From an optimization exercise on the open Yosys and OpenROAD flow, aimed at small area, a short achievable clock period and few clock cycles; shortcuts taken in it are not production practice.
Function was checked by simulation only, so behaviour that the tests miss may differ from the original.

[design.v]
module csx_core (
    input  wire        clk,
    input  wire        rst,       
    input  wire        req,
    input  wire        we,
    input  wire [7:0]  sel,
    input  wire [15:0] wdata,
    output wire        ack,
    output wire [15:0] rdata
);
    reg [7:0]  sum;
    reg [10:0] status;            
    reg [7:0]  t00;    
    reg [7:0]  t01;    
    reg [7:0]  t02;    
    reg [7:0]  t03;    
    reg [7:0]  t04;    
    reg [7:0]  t05;    
    reg [7:0]  t06;    
    reg [7:0]  t07;    
    reg [7:0]  t08;    
    reg [7:0]  t09;    
    reg [7:0]  t10;    
    reg [7:0]  t11;    
    reg [7:0]  t12;    
    reg [7:0]  t13;    
    reg [7:0]  t14;    
    reg [7:0]  t15;    
    reg [7:0]  t16;    
    reg [7:0]  t17;    
    reg [7:0]  t18;    
    reg [7:0]  t19;    
    reg [7:0]  t20;    
    reg [7:0]  t21;    
    reg [7:0]  t22;    
    reg [7:0]  t23;    
    reg [7:0]  t24;    
    reg [7:0]  t25;    
    reg [7:0]  t26;    
    reg [7:0]  t27;    
    reg [7:0]  t28;    
    reg [7:0]  t29;    
    reg [7:0]  t30;    
    reg [7:0]  t31;    
    reg [7:0]  t32;    
    reg [7:0]  t33;    
    reg [5:0]  tlen;
    reg [7:0]  b00;    
    reg [7:0]  b01;    
    reg [7:0]  b02;    
    reg [7:0]  b03;    
    reg [7:0]  b04;    
    reg [7:0]  b05;    
    reg [7:0]  b06;    
    reg [7:0]  b07;    
    reg [7:0]  b08;    
    reg [7:0]  b09;    
    reg [7:0]  b10;    
    reg [7:0]  b11;    
    reg [7:0]  b12;    
    reg [7:0]  b13;    
    reg [7:0]  b14;    
    reg [7:0]  b15;    
    reg [7:0]  b16;    
    reg [7:0]  b17;    
    reg [7:0] f_gap;
    reg [7:0] f_outl;
    reg [7:0] f_red;
    reg [7:0] f_green;
    reg [7:0] f_blue;
    reg [7:0] f_alpha;
    reg [6:0] f_splitdist;
    reg        f_recoil;
    reg [7:0] f_fgap;
    reg [2:0] f_color;
    reg        f_drawoutl;
    reg [3:0] f_inner;
    reg [3:0] f_outer;
    reg [3:0] f_ratio;
    reg [7:0] f_thick;
    reg [2:0] f_style;
    reg        f_dot;
    reg        f_guwv;
    reg        f_usealpha;
    reg        f_t;
    reg [12:0] f_size;
    reg        ack_r;
    reg [12:0] rdata_r;
    reg        rtxt_r;           
    assign ack = ack_r;
    localparam [3:0] S_IDLE = 4'd0,
                     S_PACK = 4'd1,
                     S_CKG  = 4'd2,
                     S_B2T  = 4'd3,
                     S_CLRB = 4'd4,
                     S_MAC  = 4'd5,
                     S_CKV  = 4'd6,
                     S_UNPK = 4'd7,
                     S_MACH = 4'd8,
                     S_B2P  = 4'd9;
    localparam [2:0] E_FORMAT = 3'd1,
                     E_CODE   = 3'd2,
                     E_RANGE  = 3'd3,
                     E_ILLCMD = 3'd4;
    reg [3:0] state;
    reg       composite;         
    reg [5:0] cnt;               
    reg [7:0] fetch_r;           
    wire idle   = (state == S_IDLE);
    wire first  = idle && req && !ack_r;         
    wire hw     = first && we;                   
    wire is_cmd = hw && (sel == 8'h71);
    reg  [7:0] wd_r;
    wire tw     = ack_r && req && we && idle;
    wire b2t_first = (cnt == 6'd1);
    wire b2t_last  = (cnt == 6'd36);
    wire [7:0] isel = (state == S_B2T || state == S_B2P) ? (8'h30 + {3'd0, cnt[5:1]})
                                                         : {2'b00, cnt};
    wire [7:0] rsel = idle ? sel : isel;
    reg  [12:0] rmux;
    always @* begin
        case (rsel)
        8'h00: rmux = {5'd0, t00};
        8'h01: rmux = {5'd0, t01};
        8'h02: rmux = {5'd0, t02};
        8'h03: rmux = {5'd0, t03};
        8'h04: rmux = {5'd0, t04};
        8'h05: rmux = {5'd0, t05};
        8'h06: rmux = {5'd0, t06};
        8'h07: rmux = {5'd0, t07};
        8'h08: rmux = {5'd0, t08};
        8'h09: rmux = {5'd0, t09};
        8'h0A: rmux = {5'd0, t10};
        8'h0B: rmux = {5'd0, t11};
        8'h0C: rmux = {5'd0, t12};
        8'h0D: rmux = {5'd0, t13};
        8'h0E: rmux = {5'd0, t14};
        8'h0F: rmux = {5'd0, t15};
        8'h10: rmux = {5'd0, t16};
        8'h11: rmux = {5'd0, t17};
        8'h12: rmux = {5'd0, t18};
        8'h13: rmux = {5'd0, t19};
        8'h14: rmux = {5'd0, t20};
        8'h15: rmux = {5'd0, t21};
        8'h16: rmux = {5'd0, t22};
        8'h17: rmux = {5'd0, t23};
        8'h18: rmux = {5'd0, t24};
        8'h19: rmux = {5'd0, t25};
        8'h1A: rmux = {5'd0, t26};
        8'h1B: rmux = {5'd0, t27};
        8'h1C: rmux = {5'd0, t28};
        8'h1D: rmux = {5'd0, t29};
        8'h1E: rmux = {5'd0, t30};
        8'h1F: rmux = {5'd0, t31};
        8'h20: rmux = {5'd0, t32};
        8'h21: rmux = {5'd0, t33};
        8'h22: rmux = {7'd0, tlen};
        8'h30: rmux = {5'd0, b00};
        8'h31: rmux = {5'd0, b01};
        8'h32: rmux = {5'd0, b02};
        8'h33: rmux = {5'd0, b03};
        8'h34: rmux = {5'd0, b04};
        8'h35: rmux = {5'd0, b05};
        8'h36: rmux = {5'd0, b06};
        8'h37: rmux = {5'd0, b07};
        8'h38: rmux = {5'd0, b08};
        8'h39: rmux = {5'd0, b09};
        8'h3A: rmux = {5'd0, b10};
        8'h3B: rmux = {5'd0, b11};
        8'h3C: rmux = {5'd0, b12};
        8'h3D: rmux = {5'd0, b13};
        8'h3E: rmux = {5'd0, b14};
        8'h3F: rmux = {5'd0, b15};
        8'h40: rmux = {5'd0, b16};
        8'h41: rmux = {5'd0, b17};
        8'h48: rmux = {5'd0, sum};
        8'h50: rmux = {5'd0, f_gap};
        8'h51: rmux = {5'd0, f_outl};
        8'h52: rmux = {5'd0, f_red};
        8'h53: rmux = {5'd0, f_green};
        8'h54: rmux = {5'd0, f_blue};
        8'h55: rmux = {5'd0, f_alpha};
        8'h56: rmux = {6'd0, f_splitdist};
        8'h57: rmux = {12'd0, f_recoil};
        8'h58: rmux = {5'd0, f_fgap};
        8'h59: rmux = {10'd0, f_color};
        8'h5A: rmux = {12'd0, f_drawoutl};
        8'h5B: rmux = {9'd0, f_inner};
        8'h5C: rmux = {9'd0, f_outer};
        8'h5D: rmux = {9'd0, f_ratio};
        8'h5E: rmux = {5'd0, f_thick};
        8'h5F: rmux = {10'd0, f_style};
        8'h60: rmux = {12'd0, f_dot};
        8'h61: rmux = {12'd0, f_guwv};
        8'h62: rmux = {12'd0, f_usealpha};
        8'h63: rmux = {12'd0, f_t};
        8'h64: rmux = f_size;
        8'h70: rmux = {2'd0, status};
        default: rmux = 13'd0;
        endcase
    end
    wire [7:0] txt_wd, rd_txt;
    csx_tcenc u_tcenc (.i(wd_r), .o(txt_wd));
    csx_tcdec u_tcdec (.i(rdata_r[7:0]), .o(rd_txt));
    assign rdata = rtxt_r ? {8'd0, rd_txt} : {3'b000, rdata_r};
    localparam [149:0] DIG_2P144 = {6'd2, 6'd8, 6'd51, 6'd45, 6'd23, 6'd54, 6'd12, 6'd17, 6'd6, 6'd7, 6'd4, 6'd4, 6'd19, 6'd28, 6'd27, 6'd6, 6'd25, 6'd47, 6'd14, 6'd26, 6'd59, 6'd4, 6'd27, 6'd38, 6'd16};
    wire [149:0] digits = {t33[5:0], t32[5:0], t31[5:0], t30[5:0], t29[5:0], t27[5:0], t26[5:0], t25[5:0], t24[5:0], t23[5:0], t21[5:0], t20[5:0], t19[5:0], t18[5:0], t17[5:0], t15[5:0], t14[5:0], t13[5:0], t12[5:0], t11[5:0], t09[5:0], t08[5:0], t07[5:0], t06[5:0], t05[5:0]};
    wire wf_text = (tlen == 6'd34) &&
        (t00 == 8'h02) && (t01 == 8'h12) && (t02 == 8'h06) && (t03 == 8'h0E) && (t04 == 8'h74) && (t10 == 8'h74) && (t16 == 8'h74) && (t22 == 8'h74) && (t28 == 8'h74) &&
        (t05[7:6] == 2'b00) && (t05[5:1] != 5'h1F) &&
        (t06[7:6] == 2'b00) && (t06[5:1] != 5'h1F) &&
        (t07[7:6] == 2'b00) && (t07[5:1] != 5'h1F) &&
        (t08[7:6] == 2'b00) && (t08[5:1] != 5'h1F) &&
        (t09[7:6] == 2'b00) && (t09[5:1] != 5'h1F) &&
        (t11[7:6] == 2'b00) && (t11[5:1] != 5'h1F) &&
        (t12[7:6] == 2'b00) && (t12[5:1] != 5'h1F) &&
        (t13[7:6] == 2'b00) && (t13[5:1] != 5'h1F) &&
        (t14[7:6] == 2'b00) && (t14[5:1] != 5'h1F) &&
        (t15[7:6] == 2'b00) && (t15[5:1] != 5'h1F) &&
        (t17[7:6] == 2'b00) && (t17[5:1] != 5'h1F) &&
        (t18[7:6] == 2'b00) && (t18[5:1] != 5'h1F) &&
        (t19[7:6] == 2'b00) && (t19[5:1] != 5'h1F) &&
        (t20[7:6] == 2'b00) && (t20[5:1] != 5'h1F) &&
        (t21[7:6] == 2'b00) && (t21[5:1] != 5'h1F) &&
        (t23[7:6] == 2'b00) && (t23[5:1] != 5'h1F) &&
        (t24[7:6] == 2'b00) && (t24[5:1] != 5'h1F) &&
        (t25[7:6] == 2'b00) && (t25[5:1] != 5'h1F) &&
        (t26[7:6] == 2'b00) && (t26[5:1] != 5'h1F) &&
        (t27[7:6] == 2'b00) && (t27[5:1] != 5'h1F) &&
        (t29[7:6] == 2'b00) && (t29[5:1] != 5'h1F) &&
        (t30[7:6] == 2'b00) && (t30[5:1] != 5'h1F) &&
        (t31[7:6] == 2'b00) && (t31[5:1] != 5'h1F) &&
        (t32[7:6] == 2'b00) && (t32[5:1] != 5'h1F) &&
        (t33[7:6] == 2'b00) && (t33[5:1] != 5'h1F) &&
        1'b1;
    wire t2b_ovf = (digits >= DIG_2P144);
    wire [143:0] bufv = {b00, b01, b02, b03, b04, b05, b06, b07, b08, b09, b10, b11, b12, b13, b14, b15, b16, b17};
    wire [149:0] dg_in = {t33[5:0], t32[5:0], t31[5:0], t30[5:0], t29[5:0], t27[5:0], t26[5:0], t25[5:0], t24[5:0], t23[5:0], t21[5:0], t20[5:0], t19[5:0], t18[5:0], t17[5:0], t15[5:0], t14[5:0], t13[5:0], t12[5:0], t11[5:0], t09[5:0], t08[5:0], t07[5:0], t06[5:0], t05[5:0]} & {150{!b2t_first}};
    wire [5:0]  d1 = fetch_r[5:0] + 6'd1;
    reg  [5:0]  mac_s;
    reg         mac_c;
    wire [71:0] lo_a = {bufv[65:0], d1};
    wire [71:0] lo_b = {~bufv[70:0], 1'b1};
    wire [71:0] hi_a = {bufv[137:72], mac_s};
    wire [71:0] hi_b = ~{bufv[142:72], mac_s[5]};
    reg  [71:0] lo_s, hi_s;
    reg  [72:0] lo_c, hi_c;
    integer     m;
    always @* begin
        lo_c[0] = 1'b0;
        hi_c[0] = mac_c;
        for (m = 0; m < 72; m = m + 1) begin
            lo_s[m]   = lo_a[m] ^ lo_b[m] ^ lo_c[m];
            lo_c[m+1] = (lo_a[m] & lo_b[m]) | (lo_a[m] & lo_c[m]) | (lo_b[m] & lo_c[m]);
            hi_s[m]   = hi_a[m] ^ hi_b[m] ^ hi_c[m];
            hi_c[m+1] = (hi_a[m] & hi_b[m]) | (hi_a[m] & hi_c[m]) | (hi_b[m] & hi_c[m]);
        end
    end
    wire [143:0] mac = {hi_s, lo_s};
    wire       mac_last = (cnt == 6'd4);    
    wire [5:0] cnt_dn   = (cnt == 6'd29 || cnt == 6'd23 || cnt == 6'd17 || cnt == 6'd11)
                          ? cnt - 6'd2 : cnt - 6'd1;
    wire [3:0]   nib = cnt[0] ? fetch_r[7:4] : fetch_r[3:0];
    reg  [149:0] dg;
    reg  [5:0]   dk;
    reg          cy, co;
    integer      k, st;
    always @* begin
        dg = dg_in;
        for (st = 3; st >= 0; st = st - 1) begin
            cy = nib[st];
            for (k = 0; k < 24; k = k + 1) begin
                dk = dg[6 * k +: 6];
                co = dk[5] | (&dk[4:0]);
                dg[6 * k +: 6] = {dk[4:0] + {4'd0, co}, cy};
                cy = co;
            end
            dg[149:144] = {4'd0, dg[144], cy};
        end
    end
    function [15:0] csa;     
        input [7:0] a, b, c;
        begin
            csa[15:8] = a ^ b ^ c;
            csa[7:0]  = {(a[6:0] & b[6:0]) | (a[6:0] & c[6:0]) | (b[6:0] & c[6:0]), 1'b0};
        end
    endfunction
    wire [15:0] k1 = csa(b01, b02, b03);
    wire [15:0] k2 = csa(b04, b05, b06);
    wire [15:0] k3 = csa(b07, b08, b09);
    wire [15:0] k4 = csa(b10, b11, b12);
    wire [15:0] k5 = csa(b13, b14, b15);
    wire [15:0] k6 = csa(k1[15:8], k1[7:0], k2[15:8]);
    wire [15:0] k7 = csa(k2[7:0],  k3[15:8], k3[7:0]);
    wire [15:0] k8 = csa(k4[15:8], k4[7:0], k5[15:8]);
    wire [15:0] k9 = csa(k6[15:8], k6[7:0], k7[15:8]);
    wire [15:0] ka = csa(k7[7:0],  k8[15:8], k8[7:0]);
    wire [15:0] kb = csa(k9[15:8], k9[7:0], ka[15:8]);
    wire [15:0] kc = csa(kb[15:8], kb[7:0], ka[7:0]);
    wire [15:0] kd = csa(kc[15:8], kc[7:0], k5[7:0]);
    wire [15:0] ke = csa(kd[15:8], kd[7:0], b16);
    wire [15:0] kf = csa(ke[15:8], ke[7:0], b17);
    wire [7:0]  ck15 = kd[15:8] + kd[7:0];
    wire [7:0]  ck17 = kf[15:8] + kf[7:0];
    function [6:0] range_check;    
        input [7:0] outl;
        input [3:0] inner, outer, ratio;
        input [7:0] thick;
        input [2:0] style;
        begin
            if (outl > 8'd6)         range_check = {1'b1, 1'b1, 5'd1};
            else if (inner > 4'd10)  range_check = {1'b1, 1'b1, 5'd11};
            else if (outer < 4'd3)   range_check = {1'b1, 1'b0, 5'd12};
            else if (outer > 4'd10)  range_check = {1'b1, 1'b1, 5'd12};
            else if (ratio > 4'd10)  range_check = {1'b1, 1'b1, 5'd13};
            else if (thick > 8'd63)  range_check = {1'b1, 1'b1, 5'd14};
            else if (style > 3'd5)   range_check = {1'b1, 1'b1, 5'd15};
            else                     range_check = 7'd0;
        end
    endfunction
    wire [6:0] unpk_chk = range_check(b03, b10[7:4], b11[3:0], b11[7:4], b12, b13[3:1]);
    wire [6:0] pack_chk = range_check(f_outl, f_inner, f_outer, f_ratio, f_thick, f_style);
    wire [7:0] cw      = wdata[7:0];
    wire       done    = ack_r && req;       
    wire       ckv_ok  = (b00 == ck15);
    wire       unpk_wr = !unpk_chk[6] &&
                         ((state == S_UNPK) || (state == S_CKV && composite && ckv_ok));
    wire       pack_wr = (state == S_PACK);
    wire       ckg_wr  = (state == S_CKG);
    wire       clr_wr  = (state == S_CLRB);
    wire       mac_lo  = (state == S_MAC);
    wire       mac_hi  = (state == S_MAC) || (state == S_MACH);
    wire       b2t_wr  = (state == S_B2T);
    wire [7:0] bbus    = clr_wr ? 8'h00 : ckg_wr ? ck17 : wdata[7:0];
    always @(posedge clk) begin
        rdata_r <= rmux;
        rtxt_r  <= (rsel <= 8'h21);
        fetch_r <= (state == S_CKG) ? ck17 : rmux[7:0];
        wd_r    <= wdata[7:0];
        if (rst) begin
            state  <= S_IDLE;
            status <= 11'd0;
            ack_r  <= 1'b0;
        end else begin
            if (done) ack_r <= 1'b0;
            case (state)
            S_IDLE: begin
                if (first && !is_cmd) ack_r <= 1'b1;
                if (is_cmd) begin
                    composite <= (cw == 8'h04) || (cw == 8'h08);
                    ack_r     <= 1'b1;          
                    cnt       <= 6'd0;
                    if (status[2:0] != 3'd0) begin
                        if (cw == 8'h09) status <= 11'd0;
                    end else begin
                        case (cw)
                        8'h01, 8'h04: begin
                            if (!wf_text)
                                status <= {8'd0, E_FORMAT};
                            else if (t2b_ovf)
                                status <= {6'd0, 2'd1, E_CODE};
                            else begin
                                state <= S_CLRB;
                                ack_r <= 1'b0;
                                cnt   <= 6'd33;
                            end
                        end
                        8'h02: state <= S_CKV;
                        8'h03: state <= S_UNPK;
                        8'h05, 8'h08: begin
                            if (pack_chk[6])
                                status <= {pack_chk[5], pack_chk[4:0], 2'd0, E_RANGE};
                            else begin
                                state <= S_PACK;
                                ack_r <= (cw == 8'h05);
                            end
                        end
                        8'h06: state <= S_CKG;
                        8'h07: begin
                            state <= S_B2P;
                            ack_r <= 1'b0;
                        end
                        8'h09:   status <= 11'd0;
                        default: status <= {8'd0, E_ILLCMD};
                        endcase
                    end
                end
            end
            S_PACK: state <= composite ? S_CKG : S_IDLE;
            S_CKG: begin
                state <= composite ? S_B2T : S_IDLE;
                cnt   <= 6'd1;
            end
            S_B2P: begin
                state <= S_B2T;
                cnt   <= 6'd1;
            end
            S_B2T: begin
                cnt <= cnt + 6'd1;
                if (cnt == 6'd35) ack_r <= 1'b1;
                if (b2t_last) state <= S_IDLE;
            end
            S_CLRB: begin
                mac_s <= 6'd0;
                mac_c <= 1'b1;
                cnt   <= cnt_dn;
                state <= S_MAC;
            end
            S_MAC: begin
                mac_s <= bufv[71:66];
                mac_c <= lo_c[72];
                cnt   <= cnt_dn;
                if (mac_last) begin
                    state <= S_MACH;
                    if (!composite) ack_r <= 1'b1;
                end
            end
            S_MACH: begin
                if (composite) begin
                    state <= S_CKV;
                    ack_r <= 1'b1;
                end else
                    state <= S_IDLE;
            end
            S_CKV: begin
                if (!ckv_ok)
                    status <= {6'd0, 2'd2, E_CODE};
                else if (composite && unpk_chk[6])
                    status <= {unpk_chk[5], unpk_chk[4:0], 2'd0, E_RANGE};
                state <= S_IDLE;
            end
            S_UNPK: begin
                if (unpk_chk[6])
                    status <= {unpk_chk[5], unpk_chk[4:0], 2'd0, E_RANGE};
                state <= S_IDLE;
            end
            default: state <= S_IDLE;
            endcase
        end
    end
    always @(posedge clk) begin
        if (state == S_CKG)      sum <= ck17;
        else if (state == S_CKV) sum <= ck15;
        if (hw && sel == 8'h22)       tlen <= wdata[5:0];
        else if (b2t_wr && b2t_first) tlen <= 6'd34;
    end
    always @(posedge clk)
        if (tw && sel == 8'h00) t00 <= txt_wd;
        else if (b2t_wr && b2t_first) t00 <= 8'h02;    
    always @(posedge clk)
        if (tw && sel == 8'h01) t01 <= txt_wd;
        else if (b2t_wr && b2t_first) t01 <= 8'h12;    
    always @(posedge clk)
        if (tw && sel == 8'h02) t02 <= txt_wd;
        else if (b2t_wr && b2t_first) t02 <= 8'h06;    
    always @(posedge clk)
        if (tw && sel == 8'h03) t03 <= txt_wd;
        else if (b2t_wr && b2t_first) t03 <= 8'h0E;    
    always @(posedge clk)
        if (tw && sel == 8'h04) t04 <= txt_wd;
        else if (b2t_wr && b2t_first) t04 <= 8'h74;    
    always @(posedge clk)
        if (tw && sel == 8'h05) t05 <= txt_wd;
        else if (b2t_wr) t05 <= {2'b00, dg[5:0]};
    always @(posedge clk)
        if (tw && sel == 8'h06) t06 <= txt_wd;
        else if (b2t_wr) t06 <= {2'b00, dg[11:6]};
    always @(posedge clk)
        if (tw && sel == 8'h07) t07 <= txt_wd;
        else if (b2t_wr) t07 <= {2'b00, dg[17:12]};
    always @(posedge clk)
        if (tw && sel == 8'h08) t08 <= txt_wd;
        else if (b2t_wr) t08 <= {2'b00, dg[23:18]};
    always @(posedge clk)
        if (tw && sel == 8'h09) t09 <= txt_wd;
        else if (b2t_wr) t09 <= {2'b00, dg[29:24]};
    always @(posedge clk)
        if (tw && sel == 8'h0A) t10 <= txt_wd;
        else if (b2t_wr && b2t_first) t10 <= 8'h74;    
    always @(posedge clk)
        if (tw && sel == 8'h0B) t11 <= txt_wd;
        else if (b2t_wr) t11 <= {2'b00, dg[35:30]};
    always @(posedge clk)
        if (tw && sel == 8'h0C) t12 <= txt_wd;
        else if (b2t_wr) t12 <= {2'b00, dg[41:36]};
    always @(posedge clk)
        if (tw && sel == 8'h0D) t13 <= txt_wd;
        else if (b2t_wr) t13 <= {2'b00, dg[47:42]};
    always @(posedge clk)
        if (tw && sel == 8'h0E) t14 <= txt_wd;
        else if (b2t_wr) t14 <= {2'b00, dg[53:48]};
    always @(posedge clk)
        if (tw && sel == 8'h0F) t15 <= txt_wd;
        else if (b2t_wr) t15 <= {2'b00, dg[59:54]};
    always @(posedge clk)
        if (tw && sel == 8'h10) t16 <= txt_wd;
        else if (b2t_wr && b2t_first) t16 <= 8'h74;    
    always @(posedge clk)
        if (tw && sel == 8'h11) t17 <= txt_wd;
        else if (b2t_wr) t17 <= {2'b00, dg[65:60]};
    always @(posedge clk)
        if (tw && sel == 8'h12) t18 <= txt_wd;
        else if (b2t_wr) t18 <= {2'b00, dg[71:66]};
    always @(posedge clk)
        if (tw && sel == 8'h13) t19 <= txt_wd;
        else if (b2t_wr) t19 <= {2'b00, dg[77:72]};
    always @(posedge clk)
        if (tw && sel == 8'h14) t20 <= txt_wd;
        else if (b2t_wr) t20 <= {2'b00, dg[83:78]};
    always @(posedge clk)
        if (tw && sel == 8'h15) t21 <= txt_wd;
        else if (b2t_wr) t21 <= {2'b00, dg[89:84]};
    always @(posedge clk)
        if (tw && sel == 8'h16) t22 <= txt_wd;
        else if (b2t_wr && b2t_first) t22 <= 8'h74;    
    always @(posedge clk)
        if (tw && sel == 8'h17) t23 <= txt_wd;
        else if (b2t_wr) t23 <= {2'b00, dg[95:90]};
    always @(posedge clk)
        if (tw && sel == 8'h18) t24 <= txt_wd;
        else if (b2t_wr) t24 <= {2'b00, dg[101:96]};
    always @(posedge clk)
        if (tw && sel == 8'h19) t25 <= txt_wd;
        else if (b2t_wr) t25 <= {2'b00, dg[107:102]};
    always @(posedge clk)
        if (tw && sel == 8'h1A) t26 <= txt_wd;
        else if (b2t_wr) t26 <= {2'b00, dg[113:108]};
    always @(posedge clk)
        if (tw && sel == 8'h1B) t27 <= txt_wd;
        else if (b2t_wr) t27 <= {2'b00, dg[119:114]};
    always @(posedge clk)
        if (tw && sel == 8'h1C) t28 <= txt_wd;
        else if (b2t_wr && b2t_first) t28 <= 8'h74;    
    always @(posedge clk)
        if (tw && sel == 8'h1D) t29 <= txt_wd;
        else if (b2t_wr) t29 <= {2'b00, dg[125:120]};
    always @(posedge clk)
        if (tw && sel == 8'h1E) t30 <= txt_wd;
        else if (b2t_wr) t30 <= {2'b00, dg[131:126]};
    always @(posedge clk)
        if (tw && sel == 8'h1F) t31 <= txt_wd;
        else if (b2t_wr) t31 <= {2'b00, dg[137:132]};
    always @(posedge clk)
        if (tw && sel == 8'h20) t32 <= txt_wd;
        else if (b2t_wr) t32 <= {2'b00, dg[143:138]};
    always @(posedge clk)
        if (tw && sel == 8'h21) t33 <= txt_wd;
        else if (b2t_wr) t33 <= {2'b00, dg[149:144]};
    always @(posedge clk)
        if (mac_hi) b00 <= mac[143:136];
        else if (pack_wr) b00 <= 8'h00;
        else if (clr_wr || ckg_wr || (hw && sel == 8'h30)) b00 <= bbus;
    always @(posedge clk)
        if (mac_hi) b01 <= mac[135:128];
        else if (pack_wr) b01 <= 8'h01;
        else if (clr_wr || (hw && sel == 8'h31)) b01 <= bbus;
    always @(posedge clk)
        if (mac_hi) b02 <= mac[127:120];
        else if (pack_wr) b02 <= f_gap;
        else if (clr_wr || (hw && sel == 8'h32)) b02 <= bbus;
    always @(posedge clk)
        if (mac_hi) b03 <= mac[119:112];
        else if (pack_wr) b03 <= f_outl;
        else if (clr_wr || (hw && sel == 8'h33)) b03 <= bbus;
    always @(posedge clk)
        if (mac_hi) b04 <= mac[111:104];
        else if (pack_wr) b04 <= f_red;
        else if (clr_wr || (hw && sel == 8'h34)) b04 <= bbus;
    always @(posedge clk)
        if (mac_hi) b05 <= mac[103:96];
        else if (pack_wr) b05 <= f_green;
        else if (clr_wr || (hw && sel == 8'h35)) b05 <= bbus;
    always @(posedge clk)
        if (mac_hi) b06 <= mac[95:88];
        else if (pack_wr) b06 <= f_blue;
        else if (clr_wr || (hw && sel == 8'h36)) b06 <= bbus;
    always @(posedge clk)
        if (mac_hi) b07 <= mac[87:80];
        else if (pack_wr) b07 <= f_alpha;
        else if (clr_wr || (hw && sel == 8'h37)) b07 <= bbus;
    always @(posedge clk)
        if (mac_hi) b08 <= mac[79:72];
        else if (pack_wr) b08 <= {f_recoil, f_splitdist};
        else if (clr_wr || (hw && sel == 8'h38)) b08 <= bbus;
    always @(posedge clk)
        if (mac_lo) b09 <= mac[71:64];
        else if (pack_wr) b09 <= f_fgap;
        else if (clr_wr || (hw && sel == 8'h39)) b09 <= bbus;
    always @(posedge clk)
        if (mac_lo) b10 <= mac[63:56];
        else if (pack_wr) b10 <= {f_inner, f_drawoutl, f_color};
        else if (clr_wr || (hw && sel == 8'h3A)) b10 <= bbus;
    always @(posedge clk)
        if (mac_lo) b11 <= mac[55:48];
        else if (pack_wr) b11 <= {f_ratio, f_outer};
        else if (clr_wr || (hw && sel == 8'h3B)) b11 <= bbus;
    always @(posedge clk)
        if (mac_lo) b12 <= mac[47:40];
        else if (pack_wr) b12 <= f_thick;
        else if (clr_wr || (hw && sel == 8'h3C)) b12 <= bbus;
    always @(posedge clk)
        if (mac_lo) b13 <= mac[39:32];
        else if (pack_wr) b13 <= {f_t, f_usealpha, f_guwv, f_dot, f_style, 1'b0};
        else if (clr_wr || (hw && sel == 8'h3D)) b13 <= bbus;
    always @(posedge clk)
        if (mac_lo) b14 <= mac[31:24];
        else if (pack_wr) b14 <= f_size[7:0];
        else if (clr_wr || (hw && sel == 8'h3E)) b14 <= bbus;
    always @(posedge clk)
        if (mac_lo) b15 <= mac[23:16];
        else if (pack_wr) b15 <= {3'b000, f_size[12:8]};
        else if (clr_wr || (hw && sel == 8'h3F)) b15 <= bbus;
    always @(posedge clk)
        if (mac_lo) b16 <= mac[15:8];
        else if (pack_wr) b16 <= 8'h00;
        else if (clr_wr || (hw && sel == 8'h40)) b16 <= bbus;
    always @(posedge clk)
        if (mac_lo) b17 <= mac[7:0];
        else if (pack_wr) b17 <= 8'h00;
        else if (clr_wr || (hw && sel == 8'h41)) b17 <= bbus;
    always @(posedge clk)
        if (hw && sel == 8'h50) f_gap <= wdata[7:0];
        else if (unpk_wr) f_gap <= b02;
    always @(posedge clk)
        if (hw && sel == 8'h51) f_outl <= wdata[7:0];
        else if (unpk_wr) f_outl <= b03;
    always @(posedge clk)
        if (hw && sel == 8'h52) f_red <= wdata[7:0];
        else if (unpk_wr) f_red <= b04;
    always @(posedge clk)
        if (hw && sel == 8'h53) f_green <= wdata[7:0];
        else if (unpk_wr) f_green <= b05;
    always @(posedge clk)
        if (hw && sel == 8'h54) f_blue <= wdata[7:0];
        else if (unpk_wr) f_blue <= b06;
    always @(posedge clk)
        if (hw && sel == 8'h55) f_alpha <= wdata[7:0];
        else if (unpk_wr) f_alpha <= b07;
    always @(posedge clk)
        if (hw && sel == 8'h56) f_splitdist <= wdata[6:0];
        else if (unpk_wr) f_splitdist <= b08[6:0];
    always @(posedge clk)
        if (hw && sel == 8'h57) f_recoil <= wdata[0];
        else if (unpk_wr) f_recoil <= b08[7];
    always @(posedge clk)
        if (hw && sel == 8'h58) f_fgap <= wdata[7:0];
        else if (unpk_wr) f_fgap <= b09;
    always @(posedge clk)
        if (hw && sel == 8'h59) f_color <= wdata[2:0];
        else if (unpk_wr) f_color <= b10[2:0];
    always @(posedge clk)
        if (hw && sel == 8'h5A) f_drawoutl <= wdata[0];
        else if (unpk_wr) f_drawoutl <= b10[3];
    always @(posedge clk)
        if (hw && sel == 8'h5B) f_inner <= wdata[3:0];
        else if (unpk_wr) f_inner <= b10[7:4];
    always @(posedge clk)
        if (hw && sel == 8'h5C) f_outer <= wdata[3:0];
        else if (unpk_wr) f_outer <= b11[3:0];
    always @(posedge clk)
        if (hw && sel == 8'h5D) f_ratio <= wdata[3:0];
        else if (unpk_wr) f_ratio <= b11[7:4];
    always @(posedge clk)
        if (hw && sel == 8'h5E) f_thick <= wdata[7:0];
        else if (unpk_wr) f_thick <= b12;
    always @(posedge clk)
        if (hw && sel == 8'h5F) f_style <= wdata[2:0];
        else if (unpk_wr) f_style <= b13[3:1];
    always @(posedge clk)
        if (hw && sel == 8'h60) f_dot <= wdata[0];
        else if (unpk_wr) f_dot <= b13[4];
    always @(posedge clk)
        if (hw && sel == 8'h61) f_guwv <= wdata[0];
        else if (unpk_wr) f_guwv <= b13[5];
    always @(posedge clk)
        if (hw && sel == 8'h62) f_usealpha <= wdata[0];
        else if (unpk_wr) f_usealpha <= b13[6];
    always @(posedge clk)
        if (hw && sel == 8'h63) f_t <= wdata[0];
        else if (unpk_wr) f_t <= b13[7];
    always @(posedge clk)
        if (hw && sel == 8'h64) f_size <= wdata[12:0];
        else if (unpk_wr) f_size <= {b15[4:0], b14};
endmodule
module csx_tcenc (i, o);
  input wire [7:0] i;
  output wire [7:0] o;
  wire _000_;
  wire _001_;
  wire _002_;
  wire _003_;
  wire _004_;
  wire _005_;
  wire _006_;
  wire _007_;
  wire _008_;
  wire _009_;
  wire _010_;
  wire _011_;
  wire _012_;
  wire _013_;
  wire _014_;
  wire _015_;
  wire _016_;
  wire _017_;
  wire _018_;
  wire _019_;
  wire _020_;
  wire _021_;
  wire _022_;
  wire _023_;
  wire _024_;
  wire _025_;
  wire _026_;
  wire _027_;
  wire _028_;
  wire _029_;
  wire _030_;
  wire _031_;
  wire _032_;
  wire _033_;
  wire _034_;
  wire _035_;
  wire _036_;
  wire _037_;
  wire _038_;
  wire _039_;
  wire _040_;
  wire _041_;
  wire _042_;
  wire _043_;
  wire _044_;
  wire _045_;
  wire _046_;
  wire _047_;
  wire _048_;
  wire _049_;
  wire _050_;
  wire _051_;
  wire _052_;
  wire _053_;
  wire _054_;
  wire _055_;
  wire _056_;
  wire _057_;
  wire _058_;
  wire _059_;
  wire _060_;
  assign _000_ = ~i[1];
  assign _001_ = ~(i[0] | i[2] | i[3] | i[4]);
  assign _002_ = ~i[6];
  assign _003_ = ~(i[0] | i[2]);
  assign _004_ = ~i[2];
  assign _005_ = ~i[3];
  assign _006_ = ~((_000_ & _004_) | _005_);
  assign _007_ = ~(i[4] & _006_);
  assign _008_ = ~(_003_ | _007_);
  assign _009_ = ~((_000_ & _001_) | _002_ | i[7] | _008_);
  assign _010_ = ~((_000_ | _004_) & _006_);
  assign _011_ = ~((i[4] & i[5] & _010_) | i[7]);
  assign _012_ = ~(i[6] | _011_);
  assign o[6] = ~(_009_ | _012_);
  assign _013_ = ~(~i[7] & _002_);
  assign _014_ = ~i[5];
  assign _015_ = ~(i[1] | i[0]);
  assign _016_ = ~i[4];
  assign _017_ = ~(_005_ | _016_);
  assign _018_ = ~(i[2] & _017_);
  assign _019_ = ~i[0];
  assign _020_ = ~(_000_ | _019_ | _017_);
  assign _021_ = ~(_019_ | i[6] | _020_);
  assign _022_ = ~(_015_ | _020_);
  assign _023_ = ~(_002_ | _022_);
  assign _024_ = ~((i[0] & _002_) | i[1] | _018_);
  assign _025_ = ~((_018_ & _021_) | _023_ | _024_);
  assign _026_ = ~(i[5] | _001_);
  assign _027_ = ~(_019_ & _002_);
  assign _028_ = ~(i[4] | _014_ | _015_);
  assign _029_ = ~((_016_ & i[5]) | i[1]);
  assign _030_ = ~(_028_ | _029_);
  assign _031_ = ~((_017_ | _027_) & _014_);
  assign _032_ = ~((_027_ | _030_) & _031_);
  assign _033_ = ~(_025_ & _032_);
  assign _034_ = ~((_025_ | _026_) & _033_);
  assign _035_ = ~(_000_ | _019_);
  assign _036_ = ~_034_;
  assign _037_ = ~((_019_ | _002_) & _018_);
  assign _038_ = ~((_014_ & _027_ & _037_) | i[7]);
  assign _039_ = ~((_015_ | _034_) & (_035_ | _036_) & _038_);
  assign _040_ = ~(_014_ & _039_);
  assign _041_ = ~((_004_ | _039_) & _009_ & _040_);
  assign _042_ = ~(i[3] | i[4] | _041_);
  assign o[5] = ~((_007_ | _013_) & (_014_ | _042_));
  assign _043_ = ~(_007_ | _013_);
  assign _044_ = ~(i[5] | _035_);
  assign _045_ = ~(_004_ | _044_);
  assign _046_ = ~(_028_ | _045_);
  assign _047_ = ~(_013_ | _046_);
  assign _048_ = ~(i[4] | _047_);
  assign _049_ = ~(_005_ | _048_);
  assign _050_ = ~((i[4] & _041_) | _042_ | _049_);
  assign o[4] = ~((_014_ & _043_) | _050_);
  assign _051_ = ~((_013_ | _046_) & _041_);
  assign _052_ = ~(_016_ | _014_ | _013_);
  assign _053_ = ~_052_;
  assign _054_ = ~((_003_ | _053_) & (_043_ | _051_) & i[3]);
  assign o[3] = ((i[3] | _051_) & _054_);
  assign _055_ = ~(_005_ | _000_);
  assign _056_ = ~((_004_ | _053_ | _055_) & (i[2] | _052_));
  assign _057_ = ~(_039_ | _056_);
  assign o[2] = ~((_039_ & _056_) | _057_);
  assign _058_ = ~(_038_ & _036_);
  assign o[1] = ~((_000_ | _038_) & _058_);
  assign _059_ = ~((_019_ | _002_) & _027_);
  assign _060_ = ~(o[6] & _059_);
  assign o[0] = ~((o[6] | _059_) & _060_);
  assign o[7] = i[7];
endmodule
module csx_tcdec (i, o);
  input wire [7:0] i;
  output wire [7:0] o;
  wire _000_;
  wire _001_;
  wire _002_;
  wire _003_;
  wire _004_;
  wire _005_;
  wire _006_;
  wire _007_;
  wire _008_;
  wire _009_;
  wire _010_;
  wire _011_;
  wire _012_;
  wire _013_;
  wire _014_;
  wire _015_;
  wire _016_;
  wire _017_;
  wire _018_;
  wire _019_;
  wire _020_;
  wire _021_;
  wire _022_;
  wire _023_;
  wire _024_;
  wire _025_;
  wire _026_;
  wire _027_;
  wire _028_;
  wire _029_;
  wire _030_;
  wire _031_;
  wire _032_;
  wire _033_;
  wire _034_;
  wire _035_;
  wire _036_;
  wire _037_;
  wire _038_;
  wire _039_;
  wire _040_;
  wire _041_;
  wire _042_;
  wire _043_;
  wire _044_;
  wire _045_;
  wire _046_;
  wire _047_;
  wire _048_;
  wire _049_;
  wire _050_;
  wire _051_;
  wire _052_;
  wire _053_;
  wire _054_;
  wire _055_;
  assign _000_ = ~i[3];
  assign _001_ = ~i[4];
  assign _002_ = ~(i[2] | i[1] | i[0]);
  assign _003_ = ~(~i[7] & i[6]);
  assign _004_ = ~i[0];
  assign _005_ = ~i[1];
  assign _006_ = ~(_004_ | _005_);
  assign _007_ = ~(i[2] | _006_);
  assign _008_ = ~(_000_ | _001_ | _007_);
  assign _009_ = ~((_000_ & _001_ & _002_) | _003_ | _008_);
  assign _010_ = ~(i[4] & i[5]);
  assign _011_ = ~i[2];
  assign _012_ = ~(i[6] | i[7]);
  assign _013_ = ~((_011_ | _010_) & _012_);
  assign _014_ = ~_013_;
  assign _015_ = ~((_000_ | _010_) & _014_);
  assign _016_ = ~_015_;
  assign _017_ = ~(i[6] | _016_);
  assign o[6] = ~(_009_ | _017_);
  assign _018_ = ~i[5];
  assign _019_ = ~(_000_ | _001_);
  assign _020_ = ~((i[2] | i[1] | i[5]) & _019_ & _014_);
  assign _021_ = ~(_011_ | _005_);
  assign _022_ = ~(i[0] & _021_);
  assign _023_ = ~((i[5] | _002_) & _022_ & _009_);
  assign _024_ = ~(i[3] | i[4] | _023_);
  assign o[5] = ~((_018_ & _020_) | _024_);
  assign _025_ = ~_020_;
  assign _026_ = ~((_018_ & _022_) | _013_ | _002_);
  assign _027_ = ~((i[3] & _026_) | _024_);
  assign _028_ = ~((i[3] | _023_) & i[4]);
  assign o[4] = ~((_018_ & _025_) | (_027_ & _028_));
  assign _029_ = ~(_026_ | ~_023_);
  assign _030_ = ~(i[3] | _029_);
  assign _031_ = ~((i[3] & _029_) | _030_);
  assign o[3] = ~((_003_ | _010_) & (_025_ | _031_));
  assign _032_ = ~(_018_ | _019_);
  assign _033_ = ~_032_;
  assign _034_ = ~((_004_ | _032_) & (i[0] | _033_) & _009_);
  assign _035_ = ~_034_;
  assign _036_ = ~(_013_ & _021_);
  assign _037_ = ~(_023_ & _036_);
  assign _038_ = ~(i[0] | i[1]);
  assign _039_ = ~(i[5] & _038_);
  assign _040_ = ~((_007_ | _021_) & _032_);
  assign _041_ = ~(_037_ & _039_ & _040_);
  assign _042_ = ~(_038_ | _006_);
  assign _043_ = ~(_004_ | o[5]);
  assign _044_ = ~((_004_ & o[5]) | _043_);
  assign _045_ = ~(_042_ | _044_);
  assign _046_ = ~(_011_ & o[6]);
  assign _047_ = ~(i[2] & _045_);
  assign _048_ = ~((_045_ | _046_) & _014_ & _047_);
  assign o[2] = ~((_011_ | _012_ | _035_) & _041_ & _048_);
  assign _049_ = ~(_015_ | _044_);
  assign _050_ = ~(_005_ & _049_);
  assign _051_ = ~((_005_ | _049_) & _050_);
  assign _052_ = ~(_011_ | _010_);
  assign _053_ = ~((_052_ | _034_) & _051_);
  assign o[1] = ~((_034_ | _051_) & _053_);
  assign _054_ = ~(_009_ | _016_);
  assign _055_ = ~(i[0] & _054_);
  assign o[0] = ~((i[0] | _054_) & _055_);
  assign o[7] = i[7];
endmodule
[run.sh]
#!/bin/bash
# synth_recipe.tcl (not shown) runs the flow's synth.tcl, then flattens the netlist and writes it again
# the make line also repeats each setting of config.mk as NAME=value (left out here)
make -C /OpenROAD-flow-scripts/flow DESIGN_CONFIG=/design/flow/config.mk WORK_HOME=/design/flow/orfs CLKGATE_MAP_FILE= SYNTH_SCRIPT=/design/flow/synth_recipe.tcl finish
[config.mk]
export PLATFORM = sky130hd
export DESIGN_NAME = csx_core
export DESIGN_NICKNAME = csx_core
export VERILOG_FILES = /design/flow/design.v
export SDC_FILE = /design/flow/constraint.sdc
export NUM_CORES = 4
export LEC_CHECK = 0
export CAP_MARGIN = 60
export CORE_MARGIN = 2
export CORE_UTILIZATION = 40
export PLACE_DENSITY = 0.6
export SLEW_MARGIN = 60
[constraint.sdc]
create_clock -name core_clock -period 200.0 [get_ports {clk}]
set_input_delay 40.0000 -clock core_clock [delete_from_list [all_inputs] [get_ports {clk}]]
set_output_delay 40.0000 -clock core_clock [all_outputs]
set_load 0.01 [all_outputs]
==> results of run 1 <==
-- stage by stage --
step	std cells	cell area, µm²	utilization, %
floorplan	5017	48500	-
global placement	6513	51000	42.5
detailed placement	6567	52100	43.4
CTS	6701	54500	45.3
global route	6717	54800	45.6
finish	6735	54900	45.7
-- cells in the mapped netlist, drive strengths merged (18+ instances only) --
master   instances  area [µm²]
nor4            71         509
a31o            35         307
nand4           94         601
a31oi           29         181
buf             66         348
and2            60         375
inv            264         991
a22oi           76         571
a21oi          129         653
nor3            95         485
o31ai           31         238
clkbuf         224         841
xnor2          169        1490
edfxtp         552       16600
nor2           373        1410
a32oi           60         526
or3             18         118
fa             234        4680
o21ai          234        1190
mux2           117        1320
nand3          325        1630
ha             226        2830
o311a           19         190
and3            97         607
o2bb2ai         22         193
nand2          558        2090
o211ai          92         696
a2111oi         21         185
and4            45         394
nor2b           28         175
o22ai           44         294
a22o            37         324
nor4b           24         210
nand2b          20         125
a211oi          49         373
dfxtp           45         901
xor2           183        1610
-- per-layer routing --
| metal | track usage, % | vias to the layer above | wire length, µm |
|---|---|---|---|
| li1 | - | 18700 | - |
| met1 | 52.4 | 22900 | 99300 |
| met2 | 60.3 | 3325 | 110000 |
| met3 | 13.6 | 942 | 32400 |
| met4 | 32.5 | 30 | 25300 |
| met5 | 0 | - | 190 |
-- worst min path at each step --
stage / start / endpoint / slack (ns) / cells past startpoint
after global routing: status[6] / status[6] / 0.49 / 2
after floorplan: status[3] / status[3] / 0.43 / 2
after CTS: status[8] / status[8] / 0.48 / 2
after global placement: status[8] / status[8] / 0.45 / 2
after detailed placement: status[8] / status[8] / 0.47 / 2
final: status[8] / status[8] / 0.48 / 2
-- final cells by class --
cell class	instances	area [µm²]	share of cell area, %
antenna	19	47.5	0.0867
timing repair buffer	243	2020	3.68
clock inverter	45	354	0.646
clock buffer	89	2010	3.67
sequential	597	17500	31.9
inverter	265	997	1.82
multi-input combinational	3865	29900	54.6
tap	1612	2020	3.68
-- tightest hold or removal path, stage by stage, from the launching register on --
cell and delay [ns]:
dfxtp_1 0.31, inv_1 0.06, a221oi_2 0.05
-- cell families (layout without fill, tap and decap cells) --
kind of cell / after synthesis / after routing / share of synthesized area, %
AND/OR/NAND/NOR: 1870 / 1870 / 19.0
AO/OA/AOI/OAI: 1039 / 1039 / 15.2
flip-flops: 597 / 597 / 36.0
buffers and inverters: 555 / 642 / 4.50
adder cells (fa/ha/maj): 463 / 463 / 15.5
XOR/XNOR: 357 / 357 / 6.62
multiplexers: 133 / 133 / 3.07
other: 1 / 22 / 0.00773
-- layout by cell type, fill, tap and decap left out, drive strengths merged, types with 44 or more instances in the layout --
cell,Yosys,final
nor4,71,71
nor3,95,95
a21oi,129,129
nand4,94,94
o21ai,234,234
nand2,558,558
nand3,325,325
mux2,117,117
nor2,373,373
inv,264,269
and2,60,60
a211oi,49,49
xnor2,169,169
ha,226,226
edfxtp,552,552
buf,66,202
fa,234,234
dfxtp,45,45
and4,45,45
xor2,183,183
o22ai,44,44
a22oi,76,76
and3,97,97
o211ai,92,92
a32oi,60,60
clkbuf,224,94
==> out/qor.txt, run 1 <==
Post-Syn Instances: 5,015
ANT nets after route: 0
Area Growth Syn to Fin: 13.0%
Final nets: 5,535
fmax: 22.8 MHz
num rows: 127
PortBufs: 38
Slowest-stage cell, CP: clkdlybuf4s50_1
Setup Buffers After CTS: 0
crit path to: rdata[2]
Post-Syn Area per Cell: 9.68 µm²
clock slew at reported path FFs: 0.06 ns
asr flop ratio synth: 0%
Detail Placement HPWL: 209,000 µm
CP most frequent cell: nor2_1
crit-path max FO: 11
worst skew pair latency: 0.73 ns
DRT iter0 DRCs: 6,851
critical path arrival: 3.90 ns
final hold slack: 0.478 ns
Die W: 352 µm
share of layout cells above drive strength 1: 13.5%
core area: 120,000 µm²
Max transition margin: 52.7%
Hold WC Path Type: reg2reg
die height: 352 µm
CTS tree: built
FF-to-FF setup slack: 170.44 ns
routed length per instance: 39.7 µm
clock skew: 0.0365 ns
Setup crit start kind: flop
post_cts resized: 0
drt pass-1 iters: 9
top flop regs: f_size: 13 flops, rdata_r: 13 flops, status: 10 flops
Worst path depth: 11
post-synthesis sequential area ratio: 36.0%
Worst Setup SP: rdata_r[0]
deepest clock path buffer count: 3
Tmin final: 43.90 ns
Fin. Hold Viols: 0
total of max-cap violations: 0
critical path required time: 160.00 ns
RePlAce Congestion: 1.11
# fillers: 11,700
Synth Register Bits: 597
drt via density: 6.81
H-tree Lvls: 3
setup violators final: 0
Cell Area, Synth: 48,500 µm²
Post-route DRC: 0
Top FF cell, synth: edfxtp_1
R2R cell count: 76
status: complete, no violations
GRT Total Usage: 42.1%
Place WS: 155.93 ns
final wirelength: 267,000 µm
Starting Density: 40.4%
Crit Reg-Reg Endpoint: b00[7]
family with the most delay on the worst path: compound AO/OA/AOI/OAI gates
max incr delay on CP: 0.54 ns
Root Driver: clkbuf_16
worst r2r src: mac_s[5]
CP cell instances: ha_1, nor2_1, o221a_2, a21boi_1, a2bb2oi_1, xnor2_1, nor2_1, mux2_2, o22ai_1, a22o_1, clkdlybuf4s50_1
initial antenna violation count: 41
CTS Buf Count: 75
RSZ-0062 raised after global routing: false
Tcrit/Tclk final: 22.0%
Cell variety after synth: 109
CTS Sinks: 597
vias in the first global route: 42,900
Die Footprint: 124,000 µm²
Post-synth EDFFs: 552
Slew @ Worst Pin: 0.710 ns
CTS hold repair buffers: 0
Crit Path Category: reg2out
Final TNS setup: 0 ns
total gr overflow: 0
largest net degree at the start of global routing: 75
Slew Viols, Final: 0
Boundary Pins: 45
first-pass GRT wire length: 362,000 µm
worst path bufs/invs: 1
final worst slack: 156.10 ns
via count: 45,900
Crit. End Element: output pin
Yosys warning count: 1
Testbench counts, summed over its fixed seeds: cycles 18,816.
==> run 2: changes to the inputs <==
--- a/design.v
+++ b/design.v
@@ -203,2 +203,5 @@
     csx_tcenc u_tcenc (.i(wd_r), .o(txt_wd));
+    wire       txt_clr = (state == S_PACK && composite) || (state == S_B2P);
+    wire [7:0] fixc    = (cnt == 6'd1) ? 8'h02 : (cnt == 6'd2) ? 8'h12 : (cnt == 6'd3) ? 8'h06 : (cnt == 6'd4) ? 8'h0E : 8'h74;
+    wire [7:0] tbus    = txt_clr ? 8'h00 : b2t_wr ? fixc : txt_wd;
     csx_tcdec u_tcdec (.i(rdata_r[7:0]), .o(rd_txt));
@@ -237,7 +240,6 @@
     wire [143:0] bufv = {b00, b01, b02, b03, b04, b05, b06, b07, b08, b09, b10, b11, b12, b13, b14, b15, b16, b17};
-    wire [149:0] dg_in = {t33[5:0], t32[5:0], t31[5:0], t30[5:0], t29[5:0], t27[5:0], t26[5:0], t25[5:0], t24[5:0], t23[5:0], t21[5:0], t20[5:0], t19[5:0], t18[5:0], t17[5:0], t15[5:0], t14[5:0], t13[5:0], t12[5:0], t11[5:0], t09[5:0], t08[5:0], t07[5:0], t06[5:0], t05[5:0]} & {150{!b2t_first}};
-    wire [5:0]  d1 = fetch_r[5:0] + 6'd1;
+    wire [149:0] dg_in = {t33[5:0], t32[5:0], t31[5:0], t30[5:0], t29[5:0], t27[5:0], t26[5:0], t25[5:0], t24[5:0], t23[5:0], t21[5:0], t20[5:0], t19[5:0], t18[5:0], t17[5:0], t15[5:0], t14[5:0], t13[5:0], t12[5:0], t11[5:0], t09[5:0], t08[5:0], t07[5:0], t06[5:0], t05[5:0]};
     reg  [5:0]  mac_s;
     reg         mac_c;
-    wire [71:0] lo_a = {bufv[65:0], d1};
+    wire [71:0] lo_a = {bufv[65:0], fetch_r[5:0]};    
     wire [71:0] lo_b = {~bufv[70:0], 1'b1};
@@ -249,3 +251,3 @@
     always @* begin
-        lo_c[0] = 1'b0;
+        lo_c[0] = 1'b1;
         hi_c[0] = mac_c;
@@ -447,102 +449,93 @@
     always @(posedge clk)
-        if (tw && sel == 8'h00) t00 <= txt_wd;
-        else if (b2t_wr && b2t_first) t00 <= 8'h02;    
+        if ((tw && sel == 8'h00) || (b2t_wr && cnt == 6'd1)) t00 <= tbus;    
     always @(posedge clk)
-        if (tw && sel == 8'h01) t01 <= txt_wd;
-        else if (b2t_wr && b2t_first) t01 <= 8'h12;    
+        if ((tw && sel == 8'h01) || (b2t_wr && cnt == 6'd2)) t01 <= tbus;    
     always @(posedge clk)
-        if (tw && sel == 8'h02) t02 <= txt_wd;
-        else if (b2t_wr && b2t_first) t02 <= 8'h06;    
+        if ((tw && sel == 8'h02) || (b2t_wr && cnt == 6'd3)) t02 <= tbus;    
     always @(posedge clk)
-        if (tw && sel == 8'h03) t03 <= txt_wd;
-        else if (b2t_wr && b2t_first) t03 <= 8'h0E;    
+        if ((tw && sel == 8'h03) || (b2t_wr && cnt == 6'd4)) t03 <= tbus;    
     always @(posedge clk)
-        if (tw && sel == 8'h04) t04 <= txt_wd;
-        else if (b2t_wr && b2t_first) t04 <= 8'h74;    
+        if ((tw && sel == 8'h04) || (b2t_wr && cnt == 6'd5)) t04 <= tbus;    
     always @(posedge clk)
-        if (tw && sel == 8'h05) t05 <= txt_wd;
+        if ((tw && sel == 8'h05) || txt_clr) t05 <= tbus;
         else if (b2t_wr) t05 <= {2'b00, dg[5:0]};
     always @(posedge clk)
-        if (tw && sel == 8'h06) t06 <= txt_wd;
+        if ((tw && sel == 8'h06) || txt_clr) t06 <= tbus;
         else if (b2t_wr) t06 <= {2'b00, dg[11:6]};
     always @(posedge clk)
-        if (tw && sel == 8'h07) t07 <= txt_wd;
+        if ((tw && sel == 8'h07) || txt_clr) t07 <= tbus;
         else if (b2t_wr) t07 <= {2'b00, dg[17:12]};
     always @(posedge clk)
-        if (tw && sel == 8'h08) t08 <= txt_wd;
+        if ((tw && sel == 8'h08) || txt_clr) t08 <= tbus;
         else if (b2t_wr) t08 <= {2'b00, dg[23:18]};
     always @(posedge clk)
-        if (tw && sel == 8'h09) t09 <= txt_wd;
+        if ((tw && sel == 8'h09) || txt_clr) t09 <= tbus;
         else if (b2t_wr) t09 <= {2'b00, dg[29:24]};
     always @(posedge clk)
-        if (tw && sel == 8'h0A) t10 <= txt_wd;
-        else if (b2t_wr && b2t_first) t10 <= 8'h74;    
+        if ((tw && sel == 8'h0A) || (b2t_wr && cnt == 6'd5)) t10 <= tbus;    
     always @(posedge clk)
-        if (tw && sel == 8'h0B) t11 <= txt_wd;
+        if ((tw && sel == 8'h0B) || txt_clr) t11 <= tbus;
         else if (b2t_wr) t11 <= {2'b00, dg[35:30]};
     always @(posedge clk)
-        if (tw && sel == 8'h0C) t12 <= txt_wd;
+        if ((tw && sel == 8'h0C) || txt_clr) t12 <= tbus;
         else if (b2t_wr) t12 <= {2'b00, dg[41:36]};
     always @(posedge clk)
-        if (tw && sel == 8'h0D) t13 <= txt_wd;
+        if ((tw && sel == 8'h0D) || txt_clr) t13 <= tbus;
         else if (b2t_wr) t13 <= {2'b00, dg[47:42]};
     always @(posedge clk)
-        if (tw && sel == 8'h0E) t14 <= txt_wd;
+        if ((tw && sel == 8'h0E) || txt_clr) t14 <= tbus;
         else if (b2t_wr) t14 <= {2'b00, dg[53:48]};
     always @(posedge clk)
-        if (tw && sel == 8'h0F) t15 <= txt_wd;
+        if ((tw && sel == 8'h0F) || txt_clr) t15 <= tbus;
         else if (b2t_wr) t15 <= {2'b00, dg[59:54]};
     always @(posedge clk)
-        if (tw && sel == 8'h10) t16 <= txt_wd;
-        else if (b2t_wr && b2t_first) t16 <= 8'h74;    
+        if ((tw && sel == 8'h10) || (b2t_wr && cnt == 6'd5)) t16 <= tbus;    
     always @(posedge clk)
-        if (tw && sel == 8'h11) t17 <= txt_wd;
+        if ((tw && sel == 8'h11) || txt_clr) t17 <= tbus;
         else if (b2t_wr) t17 <= {2'b00, dg[65:60]};
     always @(posedge clk)
-        if (tw && sel == 8'h12) t18 <= txt_wd;
+        if ((tw && sel == 8'h12) || txt_clr) t18 <= tbus;
         else if (b2t_wr) t18 <= {2'b00, dg[71:66]};
     always @(posedge clk)
-        if (tw && sel == 8'h13) t19 <= txt_wd;
+        if ((tw && sel == 8'h13) || txt_clr) t19 <= tbus;
         else if (b2t_wr) t19 <= {2'b00, dg[77:72]};
     always @(posedge clk)
-        if (tw && sel == 8'h14) t20 <= txt_wd;
+        if ((tw && sel == 8'h14) || txt_clr) t20 <= tbus;
         else if (b2t_wr) t20 <= {2'b00, dg[83:78]};
     always @(posedge clk)
-        if (tw && sel == 8'h15) t21 <= txt_wd;
+        if ((tw && sel == 8'h15) || txt_clr) t21 <= tbus;
         else if (b2t_wr) t21 <= {2'b00, dg[89:84]};
     always @(posedge clk)
-        if (tw && sel == 8'h16) t22 <= txt_wd;
-        else if (b2t_wr && b2t_first) t22 <= 8'h74;    
+        if ((tw && sel == 8'h16) || (b2t_wr && cnt == 6'd5)) t22 <= tbus;    
     always @(posedge clk)
-        if (tw && sel == 8'h17) t23 <= txt_wd;
+        if ((tw && sel == 8'h17) || txt_clr) t23 <= tbus;
         else if (b2t_wr) t23 <= {2'b00, dg[95:90]};
     always @(posedge clk)
-        if (tw && sel == 8'h18) t24 <= txt_wd;
+        if ((tw && sel == 8'h18) || txt_clr) t24 <= tbus;
         else if (b2t_wr) t24 <= {2'b00, dg[101:96]};
     always @(posedge clk)
-        if (tw && sel == 8'h19) t25 <= txt_wd;
+        if ((tw && sel == 8'h19) || txt_clr) t25 <= tbus;
         else if (b2t_wr) t25 <= {2'b00, dg[107:102]};
     always @(posedge clk)
-        if (tw && sel == 8'h1A) t26 <= txt_wd;
+        if ((tw && sel == 8'h1A) || txt_clr) t26 <= tbus;
         else if (b2t_wr) t26 <= {2'b00, dg[113:108]};
     always @(posedge clk)
-        if (tw && sel == 8'h1B) t27 <= txt_wd;
+        if ((tw && sel == 8'h1B) || txt_clr) t27 <= tbus;
         else if (b2t_wr) t27 <= {2'b00, dg[119:114]};
     always @(posedge clk)
-        if (tw && sel == 8'h1C) t28 <= txt_wd;
-        else if (b2t_wr && b2t_first) t28 <= 8'h74;    
+        if ((tw && sel == 8'h1C) || (b2t_wr && cnt == 6'd5)) t28 <= tbus;    
     always @(posedge clk)
-        if (tw && sel == 8'h1D) t29 <= txt_wd;
+        if ((tw && sel == 8'h1D) || txt_clr) t29 <= tbus;
         else if (b2t_wr) t29 <= {2'b00, dg[125:120]};
     always @(posedge clk)
-        if (tw && sel == 8'h1E) t30 <= txt_wd;
+        if ((tw && sel == 8'h1E) || txt_clr) t30 <= tbus;
         else if (b2t_wr) t30 <= {2'b00, dg[131:126]};
     always @(posedge clk)
-        if (tw && sel == 8'h1F) t31 <= txt_wd;
+        if ((tw && sel == 8'h1F) || txt_clr) t31 <= tbus;
         else if (b2t_wr) t31 <= {2'b00, dg[137:132]};
     always @(posedge clk)
-        if (tw && sel == 8'h20) t32 <= txt_wd;
+        if ((tw && sel == 8'h20) || txt_clr) t32 <= tbus;
         else if (b2t_wr) t32 <= {2'b00, dg[143:138]};
     always @(posedge clk)
-        if (tw && sel == 8'h21) t33 <= txt_wd;
+        if ((tw && sel == 8'h21) || txt_clr) t33 <= tbus;
         else if (b2t_wr) t33 <= {2'b00, dg[149:144]};
--- a/config.mk
+++ b/config.mk
@@ -7,3 +7,3 @@
 export LEC_CHECK = 0
-export CAP_MARGIN = 60
+export CAP_MARGIN = 20
 export CORE_MARGIN = 2
@@ -11,2 +11,2 @@
 export PLACE_DENSITY = 0.6
-export SLEW_MARGIN = 60
+export SLEW_MARGIN = 20
==> out/qor.txt, run 2 <==
clock slew at reported path FFs: 0.06 ns
CTS Sinks: 597
critical path arrival: 45.29 ns
most frequent cell after synthesis: nand2_1
Cell variety after synth: 97
total gr overflow: 0
Synth Register Bits: 597
Hold WC Path Type: reg2reg
Crit. End Element: flop
clock skew: 0.0281 ns
CTS Buf Count: 75
footprint of the multi-input gates: 27,600 µm²
register area: 17,500 µm²
largest net degree at the start of global routing: 75
critical path required time: 200.56 ns
ANT nets after route: 0
Final nets: 5,327
Post-Syn Area per Cell: 9.71 µm²
Crit Reg-Reg Endpoint: b09[7]
Slew @ Worst Pin: 1.32 ns
Area Growth Syn to Fin: 10.7%
mux cell area share after synthesis: 1.60%
die height: 346 µm
Simple-Gate Fraction of Synth Area: 18.0%
Starting Density: 40.3%
via count: 44,000
Detail Placement HPWL: 208,000 µm
total of max-cap violations: 0
drt via density: 6.83
H-tree Lvls: 3
routed length per instance: 41.0 µm
Adder-Cell Fraction of Synth Area: 16.2%
CTS hold repair buffers: 0
Root Driver: clkbuf_16
Slew Viols, Final: 0
Synth area leaders: edfxtp_1, fa_1, ha_1
area leader, netlist: edfxtp_1
Die Footprint: 120,000 µm²
Hold Path Depth: 2
xor/xnor share of the synthesized area: 6.67%
# fillers: 11,300
most frequent cells in the layout: nand2_1, edfxtp_1, o21ai_0
Top FF cell, synth: edfxtp_1
R2R cell count: 73
asr flop ratio synth: 0%
Max transition margin: 11.7%
top flop regs: f_size: 13 flops, rdata_r: 13 flops, status: 10 flops
first-pass GRT wire length: 355,000 µm
commonest non-fill, non-tap cell in the layout: nand2_1
Post-Syn Instances: 4,814
post_cts resized: 0
share of layout cells above drive strength 1: 7.89%
RSZ-0062 raised after global routing: false
final hold slack: 0.512 ns
commonest cells in the netlist: nand2_1, edfxtp_1, o21ai_0, nand3_1, inv_1
Setup Buffers After CTS: 0
setup violators final: 0
final wirelength: 264,000 µm
DRT iter0 DRCs: 6,742
crit-path max FO: 18
worst skew pair latency: 0.68 ns
HP Start: status[8]
Tmin final: 44.72 ns
FF-to-FF setup slack: 170.44 ns
Cell Area, Synth: 46,700 µm²
Yosys warning count: 1
post-synthesis sequential area ratio: 37.4%
Setup crit start kind: primary input
post-synthesis compound-gate area fraction: 16.0%
Fin. Hold Viols: 0
Post-route DRC: 0
drt pass-1 iters: 6
Die W: 346 µm
CTS tree: built
fmax: 22.4 MHz
worst r2r src: b17[0]
PortBufs: 38
RePlAce Congestion: 1.10
Crit Path Category: in2reg
Post-synth EDFFs: 552
Synth top area share: 35.5%
Hold Path Sink: status[8]
Tcrit/Tclk final: 22.4%
vias in the first global route: 41,400
main combinational cell family by area after synthesis: simple AND/OR/NAND/NOR gates
deepest clock path buffer count: 3
Boundary Pins: 45
initial antenna violation count: 40
GRT Total Usage: 43.3%
num rows: 125
status: complete, no violations
core area: 116,000 µm²
Final TNS setup: 0 ns
run 2: changes by cell type after synthesis, moves of 23 or more:
cell / change
xor2_1: +28
and3_1: -54
mux2_2: -61
a22oi_1: +39
a31o_2: -28
a21o_1: +32
and4_1: -23
nand2_1: +55
a32oi_1: -27
clkbuf_1: -54
o21ai_0: +136
nor2_1: -108
xnor2_1: -30
run 2: per-stage QoR:
stage | instances | setup WS, ns | area (µm²) | util (%)
floorplan | 4816 | 157.56 | 46700 | -
global route | 6419 | 155.45 | 51700 | 44.5
global placement | 6283 | 154.49 | 49300 | 42.5
finish | 6438 | 155.28 | 51700 | 44.6
detailed placement | 6284 | 154.88 | 49300 | 42.5
CTS | 6419 | 155.59 | 51700 | 44.5
run 2: cell families (layout without fill, tap and decap cells):
family,Yosys count,after routing
AO/OA/AOI/OAI,1123,1123
AND/OR/NAND/NOR,1720,1720
XOR/XNOR,351,351
adder cells (fa/ha/maj),464,464
other,1,22
buffers and inverters,491,570
flip-flops,597,597
multiplexers,67,67
run 2: cell type report:
class	count	share of cell area [%]
Multi-Input combinational cell	3728	53.3
Sequential cell	597	33.8
Clock buffer	103	4.01
Tap cell	1524	3.69
Timing Repair Buffer	168	2.59
Inverter	267	1.94
Clock inverter	32	0.612
Antenna cell	19	0.0919
run 2: critical path, cell delays in order:
cell,delay (ns)
clkdlybuf4s50_1,0.76
or3_4,0.57
nand4b_1,0.20
nand2_2,0.45
a22oi_1,1.19
o22ai_1,0.33
a221oi_1,0.31
nand4_1,0.12
or4_1,0.91
mux2_2,0.42
run 2: routing by layer:
metal	wire length, µm	up-vias	part of all wire, %	GRT usage, %
met2	113000	3186	43	64.7
li1	-	17900	-	-
met3	29800	938	11	12.5
met5	318	-	0.12	0
met4	25100	38	9.5	33.1
met1	96100	21900	36	52.7
run 2: worst max path at each step:
stage / to / slack, ns / depth (start not counted) / start
2_1_floorplan: fetch_r[1] / 157.56 / 11 / sel[4]
3_3_place_gp: fetch_r[3] / 154.49 / 11 / sel[4]
3_5_place_dp: fetch_r[4] / 154.88 / 13 / sel[2]
4_1_cts: fetch_r[4] / 155.59 / 13 / sel[2]
5_1_grt: fetch_r[3] / 155.45 / 11 / sel[4]
6_report: fetch_r[2] / 155.28 / 10 / sel[4]
Testbench counts of run 2, summed over its fixed seeds: cycles 18,816.

what the ideal ports hide:
No port has a modelled driver above. Below, the same layouts with a new extraction and two added sets of constraints.
Step 1: set_driving_cell puts a clkbuf_16 on clk and a buf_2 on each other input, an assumption about the parent block.
Step 2 adds t to the input delays and takes it off the output delays; t is the mean of the earliest and latest rising clock arrival at the registers after step 1. Input paths then give back, and output paths get back, about the clock's delay inside the block.
a / b / c = no drivers / after step 1 / after step 2; a / b = the first two.
run	shift t [ns]	setup slack, ns	hold slack, ns	worst setup path at the end
run 1	0.786	156.099 / 156.024 / 155.752	0.478 / 0.478 / 0.478	input to register
run 2	0.752	155.275 / 155.337 / 154.584	0.512 / 0.512 / 0.512	input to register
After both steps every run listed still meets setup and hold. For run 2, which loses most, drivers alone change the setup slack by +0.062 ns; drivers and shift together by -0.691 ns.
